Source: an optimization exercise on an open RTL-to-GDS flow (aim: small area, a short achievable clock period and few clock cycles). Production flows keep margins and buffers that such runs may drop. In this exercise RTL edits were held to simulation tests only and were not proved equivalent to the original. Power and IR drop assume default switching activity.

Design mbxrc, start of the top module:
module mbxrc (
    input  wire        clk,
    input  wire        rst,         
    input  wire        side_fw,     
    input  wire        req_valid,
    input  wire        req_we,
    input  wire [7:0]  req_addr,
    input  wire [31:0] req_wdata,
    output reg         req_ready,
    output reg  [31:0] req_rdata,
    output reg         mem_valid,
    output reg         mem_we,
    output reg  [6:0]  mem_addr,
    output reg  [31:0] mem_wdata,
    input  wire        mem_ready,
    input  wire [31:0] mem_rdata,
    output reg         diag_valid,
    output reg  [31:0] diag_data
);
    localparam [31:0] MAGIC_VALID = 32'hC0DE600D;
    localparam [31:0] MAGIC_TOMB  = 32'hC0DEDEAD;
    localparam [3:0] ST_OK = 4'd0, ST_NONE = 4'd1, ST_EINVARG = 4'd2, ST_ENOSPC = 4'd3,
                     ST_EINVAL = 4'd4, ST_ERES = 4'd5, ST_ETIMEOUT = 4'd6,
                     ST_EILLEGAL = 4'd7, ST_ESTATE = 4'd8, ST_EFAULT = 4'd9;
    localparam [4:0] O_TOPHYS = 5'b00_001, O_WRMSG = 5'b00_010, O_RDMSG = 5'b00_011,
                     O_WRCMD  = 5'b00_100, O_RDCMD = 5'b00_101,
                     O_PUT    = 5'b01_000, O_GET   = 5'b01_001, O_PEEK  = 5'b01_010,
                     O_REF    = 5'b01_011, O_GETC  = 5'b01_100, O_CLEAR = 5'b01_101,
                     O_DUMP   = 5'b01_110,
                     O_OPEN   = 5'b10_000, O_ATTACH = 5'b10_001, O_CLOSE = 5'b10_010,
                     O_SIGRD  = 5'b10_011, O_SIGWR  = 5'b10_100, O_WAIT  = 5'b10_101;
    localparam IDLE = 0,  ONE  = 1,  RC   = 2,  RW   = 3,  PCHK = 4,  XF   = 5,
               PPUB = 6,  F0   = 7,  F3   = 8,  F4   = 9,  F1   = 10, F2   = 11,
               GWR  = 12, TOMB = 13, FIN  = 14, D1   = 15, D2   = 16, D3   = 17,
               D4   = 18, D5   = 19, OPN  = 20, ATT  = 21, SIG  = 22, W0   = 23,
               WC   = 24, WT   = 25, PRE  = 26, NS   = 27;
    reg [NS-1:0] sv;
    reg [4:0]  o;
    reg [1:0]  ch;
    reg [2:0]  clc;               
    reg [6:0]  cso;               
    reg        tbf, idx, ph;
    reg        eflag;
    reg [3:0]  k;
    reg [2:0]  n, nt;
    reg        fS, fM, fV, fT, f32, nospc, match, aerr;
    reg [5:0]  delta;
  ...
For scale: roughly 4900 cells after synthesis, ~830 flip-flops, roughly 190 I/O pins, ~48000 µm² of cells after synthesis.
==> flow/config.mk <==
export PLATFORM = sky130hd
export DESIGN_NAME = mbxrc
export DESIGN_NICKNAME = mbxrc
export VERILOG_FILES = /design/flow/design.v
export SDC_FILE = /design/flow/constraint.sdc
export NUM_CORES = 8
export LEC_CHECK = 0
export CAP_MARGIN = 20
export CORE_MARGIN = 2
export CORE_UTILIZATION = 40
export CTS_CLUSTER_DIAMETER = 80
export CTS_CLUSTER_SIZE = 25
export SETUP_SLACK_MARGIN = 4
export SLEW_MARGIN = 20
==> flow/constraint.sdc <==
create_clock -name core_clock -period 10.0 [get_ports {clk}]
set_input_delay 2.0000 -clock core_clock [delete_from_list [all_inputs] [get_ports {clk}]]
set_output_delay 2.0000 -clock core_clock [all_outputs]
set_load 0.01 [all_outputs]
standard.sh (not shown) runs the stock make flow with config.mk's settings and CLKGATE_MAP_FILE= SYNTH_SCRIPT=/design/flow/synth_recipe.tcl, a recipe that flattens the netlist after the stock synthesis.
==> flow/flow/run.sh <==
#!/bin/bash
# Layout: the standard ORFS flow (standard.sh, synthesis unchanged) with two
# layout choices passed to ORFS:
#  - the port buffers that buffer_ports inserts are sky130_fd_sc_hd__buf_2
#    (by default it picks the delay cell sky130_fd_sc_hd__clkdlybuf4s50_1);
set -euo pipefail
bash standard.sh \
  "BUFFER_PORTS_ARGS=-buffer_cell sky130_fd_sc_hd__buf_2" \
  "CTS_ARGS=-sink_clustering_enable -repair_clock_nets -sink_clustering_size 25 -sink_clustering_max_diameter 80 -dont_use_dummy_load" \
  finish > layout.log 2>&1
Testbench counts at the start, summed over its fixed seeds: cycles 45,433.
Then changed:
--- a/flow/flow/run.sh
+++ b/flow/flow/run.sh
@@ -7,4 +7,4 @@
 bash standard.sh \
   "BUFFER_PORTS_ARGS=-buffer_cell sky130_fd_sc_hd__buf_2" \
-  "CTS_ARGS=-sink_clustering_enable -repair_clock_nets -sink_clustering_size 25 -sink_clustering_max_diameter 80 -dont_use_dummy_load" \
+  "CTS_ARGS=-sink_clustering_enable -repair_clock_nets -sink_clustering_size 20 -sink_clustering_max_diameter 60 -dont_use_dummy_load" \
   finish > layout.log 2>&1
CTS_CLUSTER_DIAMETER = 60   (was 80)
CTS_CLUSTER_SIZE = 20   (was 25)
Via count barely changes.
Wire length came out higher by 0.46%.
Global-route usage came out higher by 0.15 points.
Total power came out higher by 11%.
Final area came out higher by about 2%.
Synthesized area is unchanged.
First-iteration DRC count came out higher by about 6.4%.
Cell count came out higher by 0.60%.
Clock-buffer cell count came out higher by 34.
Then changed:
==> flow/run.sh (new file) <==
#!/bin/bash
# synth_recipe.tcl (not shown) runs the flow's synth.tcl, then flattens the netlist and writes it again
# the make line also repeats each setting of config.mk as NAME=value (left out here)
make -C /OpenROAD-flow-scripts/flow DESIGN_CONFIG=/design/flow/config.mk WORK_HOME=/design/flow/orfs CLKGATE_MAP_FILE= SYNTH_SCRIPT=/design/flow/synth_recipe.tcl finish
SETUP_SLACK_MARGIN = 3.85   (was 4)
removed: flow/flow/run.sh
removed: flow/standard.sh
Effect: The new run went through all stages and came out clean. Total power climbs by 12%. Setup slack loses 0.13 ns. Via count climbs by 0.57%. Final area climbs by 4.8%. Worst hold slack gains 0.016 ns. Clock skew drops by 0.083 ns. Fmax drops by 2.1%. Critical path depth drops by 1.

what the ideal ports hide:
The results above use ideal ports. As a check the final layouts listed here were re-extracted and re-timed, cells and wires unchanged. Step 1 sets driving cells, clkbuf_16 on the clock port and buf_2 on the other inputs (assumed; they add their load-dependent delay and slew). Step 2 adds t to the input delays and takes it off the output delays; t is the mean of the earliest and latest rising clock arrival at the registers after step 1. Input paths then give back, and output paths get back, about the clock's delay inside the block. a / b / c = no drivers / after step 1 / after step 2; a / b = the first two.
run | t, ns | slack for setup (ns) | worst register clock-pin slew, ns | worst slew at a driven data input, ns
the first run | 0.748 | 3.821 / 3.766 / 3.311 | 0.11 / 0.11 | 0.13
the second run | 0.734 | 3.831 / 3.777 / 3.320 | 0.08 / 0.08 | 0.14
the third run | 0.799 | 3.698 / 3.644 / 3.108 | 0.08 / 0.08 | 0.09
After both steps setup and hold are still met in every run listed. For the third run, which loses most, drivers alone change the setup slack by -0.054 ns; drivers and shift together by -0.590 ns.
